Context: an optimization exercise on an open-source flow, tuned for small area, a short achievable clock period and few clock cycles per item. The choices shown serve that exercise and are no tape-out recipe. RTL that was checked went through simulation tests only; none was proved equivalent to the original. Power and IR drop assume default switching activity.

== run 1 ==
==> flow/design.v <==
module inone_rx (
    input  wire        clk,
    input  wire        rst,           
    input  wire        cmd_valid,
    output wire        cmd_ready,
    input  wire [1:0]  cmd_op,
    input  wire [7:0]  cmd_byte,
    input  wire [31:0] now,           
    output wire        rearm,         
    output wire [5:0]  cursor,
    output wire        raw_ready,
    output wire        pkt_ready,
    output wire [2:0]  outcome,
    output wire [3:0]  lastlen,
    output wire [71:0] last_frame     
);
    localparam OP_APPEND = 2'd0;
    localparam OP_POLL   = 2'd1;
    localparam OP_GET    = 2'd2;
    localparam OC_OK     = 3'd1;
    localparam OC_MAN1   = 3'd2;
    localparam OC_FRM1   = 3'd3;
    localparam OC_LCLASS = 3'd4;
    localparam OC_MAN2   = 3'd5;
    localparam OC_FRM2   = 3'd6;
    localparam OC_CRC    = 3'd7;
    localparam [31:0] RESYNC_MS = 32'd600;
    localparam [7:0]  CRC_POLY  = 8'h8C;
    reg [5:0]  cursor_q;
    reg [31:0] lastact_q;
    reg        raw_ready_q;
    reg        pkt_ready_q;
    reg [2:0]  outcome_q;
    reg [3:0]  lastlen_q;
    reg [71:0] frame_q;
    reg        rearm_q;
    reg        wait_q;        
    reg        tmo_q;         
    reg [91:0] d;
    reg [15:0] e1;            
    reg [22:15] e2;           
    reg [4:0]  cnt;           
    reg [7:0]  crc;
    reg        done;
    reg        done2;         
    reg        ok_q;
    reg        run;           
    assign cmd_ready  = ~(wait_q | tmo_q);
    assign rearm      = rearm_q;
    assign cursor     = cursor_q;
    assign raw_ready  = raw_ready_q;
    assign pkt_ready  = pkt_ready_q;
    assign outcome    = outcome_q;
    assign lastlen    = lastlen_q;
    assign last_frame = frame_q;
    wire accept    = cmd_valid && !wait_q && !tmo_q;
    wire do_append = accept && cmd_op == OP_APPEND;
    wire do_poll   = accept && cmd_op == OP_POLL;
    wire do_get    = accept && cmd_op == OP_GET;
    reg  [3:0] st_bit;        
    reg  [1:0] st_err;        
    reg        pend_q;        
    always @(posedge clk) begin
        st_bit    <= {cmd_byte[1], cmd_byte[3], cmd_byte[5], cmd_byte[7]};
        st_err[0] <= (cmd_byte[7] ~^ cmd_byte[6]) | (cmd_byte[5] ~^ cmd_byte[4]);
        st_err[1] <= (cmd_byte[3] ~^ cmd_byte[2]) | (cmd_byte[1] ~^ cmd_byte[0]);
        pend_q    <= !rst && do_append && cursor_q <= 6'd22;
    end
    genvar k;
    generate
        for (k = 0; k < 23; k = k + 1) begin : g_store
            wire we = pend_q && cursor_q == k + 1;
            if (k == 0) begin : g_b0
                always @(posedge clk)
                    if (we) begin
                        d[3:2] <= st_bit[3:2];
                        e1[0]  <= st_err[1];
                    end
            end else if (k < 15) begin : g_b1
                always @(posedge clk)
                    if (we) begin
                        d[4*k +: 4] <= st_bit;
                        e1[k]       <= |st_err;
                    end
            end else if (k == 15) begin : g_b15
                always @(posedge clk)
                    if (we) begin
                        d[63:60] <= st_bit;
                        e1[15]   <= st_err[0];
                        e2[15]   <= st_err[1];
                    end
            end else begin : g_b2
                always @(posedge clk)
                    if (we) begin
                        d[4*k +: 4] <= st_bit;
                        e2[k]       <= |st_err;
                    end
            end
        end
    endgenerate
    wire [1:0] cls = {d[51], d[50]};              
    wire man1 = |e1;
    reg  frm1;
    reg  frm2;
    integer g;
    always @(*) begin
        frm1 = 1'b0;
        for (g = 0; g < 12; g = g + 1)
            if (!d[5*g + 2]) frm1 = 1'b1;
        frm2 = 1'b0;
        for (g = 0; g < 6; g = g + 1)
            if (!d[5*g + 62] && (cls[1] || (cls[0] && g < 2))) frm2 = 1'b1;
    end
    wire man2 = ((cls != 2'd0) && (|e2[17:15])) || (cls[1] && (|e2[22:18]));
    reg [2:0] oc;
    always @(*) begin
        if (man1)              oc = OC_MAN1;
        else if (frm1)         oc = OC_FRM1;
        else if (cls == 2'd3)  oc = OC_LCLASS;
        else if (man2)         oc = OC_MAN2;
        else if (frm2)         oc = OC_FRM2;
        else if (crc != 8'd0)  oc = OC_CRC;
        else                   oc = OC_OK;
    end
    wire ok = (oc == OC_OK);
    reg [71:0] fr;
    always @(*)
        for (g = 0; g < 18; g = g + 1)
            fr[4*g +: 4] = d[5*g + 3 +: 4];
    wire [3:0] flen = cls[1] ? 4'd9 : cls[0] ? 4'd7 : 4'd6;
    reg  [3:0] nib;                               
    always @(posedge clk) nib <= fr[{cnt, 2'b00} +: 4];
    reg  [7:0] crc_nxt;
    integer q;
    always @(*) begin
        crc_nxt = crc;
        for (q = 0; q < 4; q = q + 1)
            crc_nxt = (crc_nxt >> 1) ^ ((crc_nxt[0] ^ nib[q]) ? CRC_POLY : 8'h00);
    end
    wire [4:0] last = cls[1] ? 5'd17 : cls[0] ? 5'd13 : 5'd11;
    wire restart = pend_q;
    always @(posedge clk) begin
        if (rst || restart) begin
            cnt  <= 5'd0;
            crc  <= 8'd0;
            run  <= 1'b0;
            done <= 1'b0;
        end else if (!done) begin
            cnt <= cnt + 5'd1;
            run <= 1'b1;
            if (run) crc <= crc_nxt;
            if (cnt == last + 5'd1) done <= 1'b1;
        end
        done2 <= done && !rst && !restart;
        ok_q  <= ok;
    end
    wire rdy = done2 && !pend_q;
    function automatic le10;                      
        input [9:0] a, b;
        integer i;
        begin
            le10 = 1'b1;
            for (i = 0; i < 10; i = i + 1)
                le10 = (~a[i] & b[i]) | (~(a[i] ^ b[i]) & le10);
        end
    endfunction
    wire [9:0]  la_lo  = lastact_q[9:0];
    wire [21:0] la_hi  = lastact_q[31:10];
    wire [10:0] w_lo   = {1'b0, la_lo} + 11'd600;
    reg  [21:0] cy;
    integer ci;
    always @(*) begin
        cy[0] = 1'b1;
        for (ci = 1; ci < 22; ci = ci + 1)
            cy[ci] = cy[ci - 1] & la_hi[ci - 1];
    end
    wire [21:0] hx     = now[31:10] ^ la_hi;
    reg         hi0_q, hi1_q;                           
    reg         bor_q, lew_q;                           
    always @(posedge clk) begin
        hi0_q <= (hx == 22'd0);
        hi1_q <= (hx == cy);
        bor_q <= !le10(la_lo, now[9:0]);
        lew_q <= le10(now[9:0], w_lo[9:0]);
    end
    wire        lo_ok  = bor_q ? (w_lo[10] && lew_q) : (w_lo[10] || lew_q);
    wire        hi_ok  = bor_q ? hi1_q : hi0_q;
    wire        recent = hi_ok && lo_ok;
    wire commit = ((do_poll && raw_ready_q) || wait_q) && rdy;
    wire pre_ok  = !wait_q && !tmo_q && raw_ready_q && rdy && ok_q;
    wire late_ok = wait_q && rdy && ok_q;
    wire is_poll = cmd_valid && !cmd_op[1] && cmd_op[0];
    wire fen     = (is_poll && pre_ok) || late_ok;
    always @(posedge clk) begin
        if (rst) begin
            frame_q[47:0] <= 48'd0;
            lastlen_q     <= 4'd0;
        end else if (fen) begin
            frame_q[47:0] <= fr[47:0];
            lastlen_q     <= flen;
        end
        if (rst || (fen && cls == 2'd0))
            frame_q[55:48] <= 8'd0;
        else if (fen)
            frame_q[55:48] <= fr[55:48];
        if (rst || (fen && cls != 2'd2))
            frame_q[71:56] <= 16'd0;
        else if (fen)
            frame_q[71:56] <= fr[71:56];
    end
    always @(posedge clk) begin
        if (do_append)
            lastact_q <= now;
    end
    always @(posedge clk) begin
        if (rst) begin
            cursor_q    <= 6'd0;
            raw_ready_q <= 1'b0;
            pkt_ready_q <= 1'b0;
            outcome_q   <= 3'd0;
            rearm_q     <= 1'b0;
            wait_q      <= 1'b0;
            tmo_q       <= 1'b0;
        end else begin
            rearm_q <= 1'b0;
            if (do_append) begin
                if (cursor_q == 6'd59) begin
                    cursor_q    <= 6'd0;
                    raw_ready_q <= 1'b1;
                    rearm_q     <= 1'b1;
                end else begin
                    cursor_q <= cursor_q + 6'd1;
                end
            end
            if (do_poll) begin
                if (cursor_q != 6'd0)
                    tmo_q <= 1'b1;
                if (raw_ready_q) begin
                    raw_ready_q <= 1'b0;
                    if (!rdy) wait_q <= 1'b1;
                end
            end
            if (tmo_q) begin
                tmo_q <= 1'b0;
                if (!recent) begin
                    cursor_q <= 6'd0;
                    rearm_q  <= 1'b1;
                end
            end
            if (do_get)
                pkt_ready_q <= 1'b0;
            if (commit) begin
                wait_q    <= 1'b0;
                outcome_q <= oc;
                if (ok_q)
                    pkt_ready_q <= 1'b1;
            end
        end
    end
endmodule
Settings: LEC_CHECK=0, CAP_MARGIN=20, CORE_MARGIN=2, CORE_UTILIZATION=40, CTS_BUF_LIST=sky130_fd_sc_hd__clkbuf_8, CTS_CLUSTER_DIAMETER=60, CTS_CLUSTER_SIZE=14, SLEW_MARGIN=20; clock period 10.0 ns.
standard.sh (not shown) runs the stock make flow with config.mk's settings and CLKGATE_MAP_FILE= SYNTH_SCRIPT=/design/flow/synth_recipe.tcl, a recipe that flattens the netlist after the stock synthesis.
==> flow/flow/run.sh <==
#!/bin/bash
# The standard layout (standard.sh), with the port buffers made as
# sky130_fd_sc_hd__buf_1 instead of the cell buffer_ports picks by itself.
set -euo pipefail
export BUFFER_PORTS_ARGS="-buffer_cell sky130_fd_sc_hd__buf_1"
export SETUP_SLACK_MARGIN=6.5
bash standard.sh > standard.log 2>&1
Testbench counts of run 1, summed over its fixed seeds: cycles 15,779, blocks 256.
What run 2 does differently from run 1 at the input level:
diff --git a/flow/design.v b/flow/design.v
--- a/flow/design.v
+++ b/flow/design.v
@@ -43,6 +43,4 @@
     reg [7:0]  crc;
     reg        done;
-    reg        done2;         
-    reg        ok_q;
     reg        run;           
     assign cmd_ready  = ~(wait_q | tmo_q);
@@ -58,41 +56,35 @@
     wire do_poll   = accept && cmd_op == OP_POLL;
     wire do_get    = accept && cmd_op == OP_GET;
-    reg  [3:0] st_bit;        
-    reg  [1:0] st_err;        
-    reg        pend_q;        
-    always @(posedge clk) begin
-        st_bit    <= {cmd_byte[1], cmd_byte[3], cmd_byte[5], cmd_byte[7]};
-        st_err[0] <= (cmd_byte[7] ~^ cmd_byte[6]) | (cmd_byte[5] ~^ cmd_byte[4]);
-        st_err[1] <= (cmd_byte[3] ~^ cmd_byte[2]) | (cmd_byte[1] ~^ cmd_byte[0]);
-        pend_q    <= !rst && do_append && cursor_q <= 6'd22;
-    end
+    wire [3:0] bbit = {cmd_byte[1], cmd_byte[3], cmd_byte[5], cmd_byte[7]};
+    wire [3:0] berr = {cmd_byte[1] ~^ cmd_byte[0], cmd_byte[3] ~^ cmd_byte[2],
+                       cmd_byte[5] ~^ cmd_byte[4], cmd_byte[7] ~^ cmd_byte[6]};
     genvar k;
     generate
         for (k = 0; k < 23; k = k + 1) begin : g_store
-            wire we = pend_q && cursor_q == k + 1;
+            wire we = do_append && cursor_q == k;
             if (k == 0) begin : g_b0
                 always @(posedge clk)
                     if (we) begin
-                        d[3:2] <= st_bit[3:2];
-                        e1[0]  <= st_err[1];
+                        d[3:2] <= bbit[3:2];
+                        e1[0]  <= |berr[3:2];
                     end
             end else if (k < 15) begin : g_b1
                 always @(posedge clk)
                     if (we) begin
-                        d[4*k +: 4] <= st_bit;
-                        e1[k]       <= |st_err;
+                        d[4*k +: 4] <= bbit;
+                        e1[k]       <= |berr;
                     end
             end else if (k == 15) begin : g_b15
                 always @(posedge clk)
                     if (we) begin
-                        d[63:60] <= st_bit;
-                        e1[15]   <= st_err[0];
-                        e2[15]   <= st_err[1];
+                        d[63:60] <= bbit;
+                        e1[15]   <= |berr[1:0];
+                        e2[15]   <= |berr[3:2];
                     end
             end else begin : g_b2
                 always @(posedge clk)
                     if (we) begin
-                        d[4*k +: 4] <= st_bit;
-                        e2[k]       <= |st_err;
+                        d[4*k +: 4] <= bbit;
+                        e2[k]       <= |berr;
                     end
             end
@@ -139,5 +131,5 @@
     end
     wire [4:0] last = cls[1] ? 5'd17 : cls[0] ? 5'd13 : 5'd11;
-    wire restart = pend_q;
+    wire restart = do_append && cursor_q <= 6'd22;
     always @(posedge clk) begin
         if (rst || restart) begin
@@ -152,8 +144,5 @@
             if (cnt == last + 5'd1) done <= 1'b1;
         end
-        done2 <= done && !rst && !restart;
-        ok_q  <= ok;
-    end
-    wire rdy = done2 && !pend_q;
+    end
     function automatic le10;                      
         input [9:0] a, b;
@@ -187,7 +176,7 @@
     wire        hi_ok  = bor_q ? hi1_q : hi0_q;
     wire        recent = hi_ok && lo_ok;
-    wire commit = ((do_poll && raw_ready_q) || wait_q) && rdy;
-    wire pre_ok  = !wait_q && !tmo_q && raw_ready_q && rdy && ok_q;
-    wire late_ok = wait_q && rdy && ok_q;
+    wire commit = ((do_poll && raw_ready_q) || wait_q) && done;
+    wire pre_ok  = !wait_q && !tmo_q && raw_ready_q && done && ok;
+    wire late_ok = wait_q && done && ok;
     wire is_poll = cmd_valid && !cmd_op[1] && cmd_op[0];
     wire fen     = (is_poll && pre_ok) || late_ok;
@@ -238,5 +227,5 @@
                 if (raw_ready_q) begin
                     raw_ready_q <= 1'b0;
-                    if (!rdy) wait_q <= 1'b1;
+                    if (!done) wait_q <= 1'b1;
                 end
             end
@@ -253,5 +242,5 @@
                 wait_q    <= 1'b0;
                 outcome_q <= oc;
-                if (ok_q)
+                if (ok)
                     pkt_ready_q <= 1'b1;
             end
### Flow results
- Run 2 did not stop at any stage, and its layout met the timing, DRC and antenna checks.
- The final layout from run 1, which completed every stage, passed the timing, DRC and antenna checks at the end of the flow.
- From run 1 to run 2 the numbers moved as follows: detailed-route wire length went up about 4.6%; post-route minimum period went up 0.013 ns; highest achievable clock rate went down about 0.4%.
- Run 2 ends up with lower area of the die than run 1 does.
- Transition time at the pin with the least slew margin ends up higher on run 1.
- Against run 1, final instance area in run 2 rose slightly.
- Synthesized cell count, run 2 and run 1: larger value in run 2
- Summary of the comparison: power is lower in run 2, relative to run 1.
- Diff run 1 -> run 2 | sequential-cell power consumption | down by a few percent
- On mux contribution to synthesized area, run 2 tracks run 1 almost exactly.
- Run 2 ended with more area after detailed placement than run 1.
Function not checked in run 2: the RTL went through the layout flow alone.

==> separate check: timing with driven ports <==
The results above use ideal ports. As a check the final layouts listed here were re-extracted and re-timed, cells and wires unchanged.
Step 1 sets driving cells, clkbuf_16 on the clock port and buf_2 on the other inputs (assumed; they add their load-dependent delay and slew).
Step 2 also shifts input and output timing later by t, the mid clock arrival at the registers, as if the neighbouring blocks saw the same clock.
a / b / c = ideal ports / drivers / drivers and shift; a / b = the first two.
run	t (ns)	setup WS [ns]	hold WS [ns]	clock arrival spread, ns	worst register clock-pin slew, ns
run 1	0.603	6.590 / 6.551 / 6.150	0.454 / 0.454 / 0.454	0.020 / 0.020	0.10 / 0.10
run 2	0.603	6.577 / 6.537 / 5.974	0.454 / 0.454 / 0.454	0.042 / 0.042	0.10 / 0.10
After both steps every run listed still meets setup and hold. The setup slack of run 2, which loses most, moves by -0.040 ns with the drivers and by -0.603 ns with both steps.
